Source: an optimization exercise on an open RTL-to-GDS flow (aim: small area, a short achievable clock period and few clock cycles per item). Production flows keep margins and buffers that such runs may drop. The RTL was checked by simulation tests, not by an equivalence proof against the original design. Power figures rest on the tool's default switching activity, not on a simulated workload.

==> flow/design.v <==
module qam_demap_pack (
    input  wire               clk,
    input  wire               rst,         
    input  wire               cfg_we,
    input  wire [3:0]         cfg_idx,
    input  wire signed [15:0] cfg_re,
    input  wire signed [15:0] cfg_im,
    input  wire [3:0]         cfg_code,
    input  wire               in_valid,
    output wire               in_ready,
    input  wire signed [15:0] in_re,
    input  wire signed [15:0] in_im,
    input  wire               in_last,
    output reg                out_valid,
    input  wire               out_ready,
    output reg  [7:0]         out_char,
    output reg                out_last,
    output wire               idle
);
    localparam integer SH = 9;           
    reg [15:0] tab_re   [0:15];
    reg [15:0] tab_im   [0:15];
    reg [3:0]  tab_code [0:15];
    reg [15:0] wr;
    function [15:0] level;
        input [1:0] a;
        case (a)
            2'd0: level = 16'hD000;    
            2'd1: level = 16'hF000;    
            2'd2: level = 16'h1000;    
            default: level = 16'h3000;  
        endcase
    endfunction
    function [1:0] gray;
        input [1:0] a;
        gray = a ^ (a >> 1);
    endfunction
    always @(posedge clk) begin
        if (cfg_we) begin
            tab_re[cfg_idx]   <= cfg_re;
            tab_im[cfg_idx]   <= cfg_im;
            tab_code[cfg_idx] <= cfg_code;
        end
    end
    always @(posedge clk) begin
        if (rst)
            wr <= 16'd0;
        else if (cfg_we)
            wr[cfg_idx] <= 1'b1;
    end
    reg        zv;                   
    reg [15:0] z_re, z_im;
    reg        z_last;
    reg        yv;                   
    reg [15:0] y_re, y_im;
    reg        y_last;
    reg [7:0]  lq [0:15];            
    reg [14:0] y_any;                
    reg        rv, r_ok, r_last;     
    reg [3:0]  r_code;
    reg [15:0] r_re, r_im;
    localparam [127:0] SQ_TAB = {8'd225, 8'd196, 8'd169, 8'd144, 8'd121, 8'd100, 8'd81, 8'd64,
                                 8'd49,  8'd36,  8'd25,  8'd16,  8'd9,   8'd4,   8'd1,  8'd0};
    localparam [127:0] HSQ_TAB = {8'd255, 8'd255, 8'd225, 8'd196, 8'd169, 8'd144, 8'd121, 8'd100,
                                  8'd81,  8'd64,  8'd49,  8'd36,  8'd25,  8'd16,  8'd9,   8'd4};
    function [3:0] lbound;
        input [6:0] zc, tc;
        reg [7:0] d;
        begin
            d = {zc[6], zc} - {tc[6], tc};
            if (d[7])
                lbound = (d[7:4] == 4'hF) ? ~d[3:0] : 4'd15;
            else if (d[7:4] != 4'h0)
                lbound = 4'd15;
            else if (d[3:0] == 4'h0)
                lbound = 4'd0;
            else
                lbound = d[3:0] - 4'd1;
        end
    endfunction
    genvar g, v;
    integer k, q;
    wire [16*8-1:0]  lq_nx;
    wire [16*15-1:0] le_nx;          
    generate
        for (g = 0; g < 16; g = g + 1) begin : lb
            localparam [3:0] G = g;
            wire [15:0] ere = wr[g] ? tab_re[g] : level(G[3:2]);
            wire [15:0] eim = wr[g] ? tab_im[g] : level(G[1:0]);
            wire [3:0]  lr  = lbound(z_re[15:SH], ere[15:SH]);
            wire [3:0]  li  = lbound(z_im[15:SH], eim[15:SH]);
            wire [3:0]  key = lr | li;
            assign lq_nx[8*g +: 8] = {lr, li};
            for (v = 0; v < 15; v = v + 1) begin : th
                assign le_nx[15*g + v] = (key <= v);
            end
        end
    endgenerate
    wire [14:0] any_nx;
    generate
        for (v = 0; v < 15; v = v + 1) begin : mn
            wire [15:0] col;
            for (g = 0; g < 16; g = g + 1) begin : c
                assign col[g] = le_nx[15*g + v];
            end
            assign any_nx[v] = |col;
        end
    endgenerate
    wire [16*16-1:0] lo_all;         
    wire [16*16-1:0] hi_all;         
    wire [16*4-1:0]  code_all;
    wire [15:0]      hsat;           
    wire [15:0]      is_min;         
    generate
        for (g = 0; g < 16; g = g + 1) begin : pe
            localparam [3:0] G = g;
            wire [3:0]  lr  = lq[g][7:4];
            wire [3:0]  li  = lq[g][3:0];
            wire [3:0]  key = lr | li;
            wire [14:0] gt;          
            for (v = 0; v < 15; v = v + 1) begin : th
                assign gt[v] = (key > v);
            end
            assign is_min[g] = ~|(y_any & gt);
            assign code_all[4*g +: 4] = wr[g] ? tab_code[g] : {gray(G[3:2]), gray(G[1:0])};
            assign lo_all[16*g +: 16] = {SQ_TAB[8*lr +: 8], SQ_TAB[8*li +: 8]};
            assign hi_all[16*g +: 16] = {HSQ_TAB[8*lr +: 8], HSQ_TAB[8*li +: 8]};
            assign hsat[g] = (lr >= 4'd14) || (li >= 4'd14);
        end
    endgenerate
    reg        multi, pre;
    reg [15:0] hi_m;                 
    reg [3:0]  m_code;
    reg        m_sat;
    always @* begin
        multi = 1'b0;
        hi_m = 16'd0;
        m_code = 4'd0;
        m_sat = 1'b0;
        for (k = 0; k < 16; k = k + 1) begin
            hi_m   = hi_m   | (hi_all[16*k +: 16] & {16{is_min[k]}});
            m_code = m_code | (code_all[4*k +: 4] & {4{is_min[k]}});
            m_sat  = m_sat  | (hsat[k] & is_min[k]);
        end
        pre = is_min[0];
        for (k = 1; k < 16; k = k + 1) begin
            multi = multi | (is_min[k] & pre);
            pre = pre | is_min[k];
        end
    end
    wire [15:0] sep;
    generate
        for (g = 0; g < 16; g = g + 1) begin : chk
            wire [9:0] t = {2'b00, lo_all[16*g+8 +: 8]} + {2'b00, lo_all[16*g +: 8]}
                         + {2'b00, ~hi_m[15:8]} + {2'b00, ~hi_m[7:0]} + 10'd1;
            assign sep[g] = is_min[g] || t[9];
        end
    endgenerate
    wire fast_ok = (&sep) && !m_sat && !multi;
    reg        hv;                   
    reg [3:0]  h_code;
    reg        fb_busy, fb_done;
    wire r_res  = r_ok || fb_done;
    wire r_take = rv && r_res && (!hv || !out_valid || out_ready);
    wire r_free = !rv || r_take;
    wire y_move = yv && r_free;
    wire y_free = !yv || y_move;
    wire z_move = zv && y_free;
    wire r_sure = rv && r_res && (!hv || !out_valid);
    assign in_ready = !zv || !yv || !rv || r_sure;
    assign idle     = !zv && !yv && !rv;
    wire accept = in_valid && in_ready;
    reg [1:0]  fb_ph;            
    reg [3:0]  fj, fb_b, best_j;
    reg [16:0] a_re, a_im;
    reg [32:0] acc, best_d;
    wire [15:0] f_re = wr[fj] ? tab_re[fj] : level(fj[3:2]);
    wire [15:0] f_im = wr[fj] ? tab_im[fj] : level(fj[1:0]);
    wire [16:0] f_dr = {r_re[15], r_re} - {f_re[15], f_re};
    wire [16:0] f_di = {r_im[15], r_im} - {f_im[15], f_im};
    wire [32:0] acc_nx = {acc[31:0], 1'b0} + (a_re[fb_b] ? a_re[15:0] : 16'd0)
                                           + (a_im[fb_b] ? a_im[15:0] : 16'd0);
    wire [3:0]  fb_code = wr[best_j] ? tab_code[best_j]
                                     : {gray(best_j[3:2]), gray(best_j[1:0])};
    always @(posedge clk) begin
        if (rst) begin
            zv <= 1'b0;
            yv <= 1'b0;
            rv <= 1'b0;
            hv <= 1'b0;
            out_valid <= 1'b0;
            fb_busy <= 1'b0;
            fb_done <= 1'b0;
        end else begin
            if (accept) begin
                z_re <= in_re;
                z_im <= in_im;
                z_last <= in_last;
                zv <= 1'b1;
            end else if (z_move)
                zv <= 1'b0;
            if (y_free) begin
                yv <= zv;
                y_re <= z_re;
                y_im <= z_im;
                y_last <= z_last;
                y_any <= any_nx;
                for (q = 0; q < 16; q = q + 1)
                    lq[q] <= lq_nx[8*q +: 8];
            end
            if (r_free) begin
                rv <= yv;
                r_ok <= fast_ok;
                r_code <= m_code;
                r_last <= y_last;
                r_re <= y_re;
                r_im <= y_im;
            end
            if (out_valid && out_ready)
                out_valid <= 1'b0;
            if (r_take) begin
                if (!hv) begin
                    hv <= !r_last;
                    h_code <= fb_done ? fb_code : r_code;
                end else begin
                    out_valid <= 1'b1;
                    out_char <= {h_code, fb_done ? fb_code : r_code};
                    out_last <= r_last;
                    hv <= 1'b0;
                end
            end
            if (r_take)
                fb_done <= 1'b0;
            if (rv && !r_ok && !fb_busy && !fb_done) begin
                fb_busy <= 1'b1;
                fb_ph <= 2'd0;
                fj <= 4'd0;
            end else if (fb_busy) begin
                case (fb_ph)
                    2'd0: begin
                        a_re <= f_dr;
                        a_im <= f_di;
                        fb_ph <= 2'd1;
                    end
                    2'd1: begin
                        if (a_re[16]) a_re <= 17'd0 - a_re;
                        if (a_im[16]) a_im <= 17'd0 - a_im;
                        acc <= 33'd0;
                        fb_b <= 4'd15;
                        fb_ph <= 2'd2;
                    end
                    2'd2: begin
                        acc <= acc_nx;
                        fb_b <= fb_b - 4'd1;
                        if (fb_b == 4'd0)
                            fb_ph <= 2'd3;
                    end
                    default: begin
                        if (fj == 4'd0 || acc < best_d) begin
                            best_d <= acc;
                            best_j <= fj;
                        end
                        fj <= fj + 4'd1;
                        fb_ph <= 2'd0;
                        if (fj == 4'd15) begin
                            fb_busy <= 1'b0;
                            fb_done <= 1'b1;
                        end
                    end
                endcase
            end
        end
    end
endmodule
clock: 13.0 ns
lec_check: 0
cap_margin: 20
core_margin: 2
core_utilization: 55
setup_slack_margin: 5
slew_margin: 20
run.sh (not shown) runs the stock make flow with config.mk's settings and CLKGATE_MAP_FILE= SYNTH_SCRIPT=/design/flow/synth_recipe.tcl, a recipe that flattens the netlist after the stock synthesis.
Testbench counts at the start, summed over its fixed seeds: cycles 2,080, symbols 2,048.
Then changed:
--- a/flow/design.v
+++ b/flow/design.v
@@ -105,11 +105,11 @@
             end
             assign any_nx[v] = |col;
         end
     endgenerate
     wire [16*16-1:0] lo_all;         
-    wire [16*16-1:0] hi_all;         
+    wire [16*9-1:0]  hi_all;         
     wire [16*4-1:0]  code_all;
     wire [15:0]      hsat;           
     wire [15:0]      is_min;         
     generate
         for (g = 0; g < 16; g = g + 1) begin : pe
@@ -122,25 +122,25 @@
                 assign gt[v] = (key > v);
             end
             assign is_min[g] = ~|(y_any & gt);
             assign code_all[4*g +: 4] = wr[g] ? tab_code[g] : {gray(G[3:2]), gray(G[1:0])};
             assign lo_all[16*g +: 16] = {SQ_TAB[8*lr +: 8], SQ_TAB[8*li +: 8]};
-            assign hi_all[16*g +: 16] = {HSQ_TAB[8*lr +: 8], HSQ_TAB[8*li +: 8]};
+            assign hi_all[9*g +: 9]   = {1'b0, HSQ_TAB[8*lr +: 8]} + {1'b0, HSQ_TAB[8*li +: 8]};
             assign hsat[g] = (lr >= 4'd14) || (li >= 4'd14);
         end
     endgenerate
     reg        multi, pre;
-    reg [15:0] hi_m;                 
+    reg [8:0]  hi_m;
     reg [3:0]  m_code;
     reg        m_sat;
     always @* begin
         multi = 1'b0;
-        hi_m = 16'd0;
+        hi_m = 9'd0;
         m_code = 4'd0;
         m_sat = 1'b0;
         for (k = 0; k < 16; k = k + 1) begin
-            hi_m   = hi_m   | (hi_all[16*k +: 16] & {16{is_min[k]}});
+            hi_m   = hi_m   | (hi_all[9*k +: 9]   & {9{is_min[k]}});
             m_code = m_code | (code_all[4*k +: 4] & {4{is_min[k]}});
             m_sat  = m_sat  | (hsat[k] & is_min[k]);
         end
         pre = is_min[0];
         for (k = 1; k < 16; k = k + 1) begin
@@ -149,12 +149,11 @@
         end
     end
     wire [15:0] sep;
     generate
         for (g = 0; g < 16; g = g + 1) begin : chk
-            wire [9:0] t = {2'b00, lo_all[16*g+8 +: 8]} + {2'b00, lo_all[16*g +: 8]}
-                         + {2'b00, ~hi_m[15:8]} + {2'b00, ~hi_m[7:0]} + 10'd1;
+            wire [9:0] t = {2'b00, lo_all[16*g+8 +: 8]} + {2'b00, lo_all[16*g +: 8]} + {1'b0, ~hi_m};
             assign sep[g] = is_min[g] || t[9];
         end
     endgenerate
     wire fast_ok = (&sep) && !m_sat && !multi;
     reg        hv;                   
Effect: The changed run produced a clean layout. Critical path depth falls by 5. Die area stays flat. Global-route usage falls by 1.1 points. Register-to-register slack gets better by 0.14 ns. Maximum frequency rises by 1.8%. Via count falls by 1.2%. Sequential cell count is unchanged. Routed wire length falls by about 2.5%. Final area hardly moves. Power rises by 3.4%. Non-clock buffer count falls by 3. Synthesized cell count stays flat. Hold slack gets worse by 0.022 ns. Cell count rises by 0.62%.
Testbench counts after the change, summed over its fixed seeds: cycles 2,080, symbols 2,048.

## what the ideal ports hide
The flow's constraints put no driver on any port. The routed layouts listed below were extracted and timed again, unchanged, in two steps.
Step 1 sets driving cells, clkbuf_16 on the clock port and buf_2 on the other inputs (assumed; they add their load-dependent delay and slew).
Step 2, shift: input delay + t, output delay - t, t = (earliest + latest rising clock arrival at the registers) / 2. This alone moves slack from input paths to output paths.
Three values: no drivers, after step 1, after step 2; two values: the first two.
run | shift t [ns] | setup slack, ns | worst hold slack (ns) | worst setup path after step 2 | cell pins on the clock port's net
the first run | 0.802 | 5.187 / 5.187 / 5.187 | 0.416 / 0.416 / 0.416 | register to register | 1
the second run | 0.836 | 5.329 / 5.329 / 5.329 | 0.395 / 0.395 / 0.395 | register to register | 1
After both steps setup and hold are still met in every run listed.
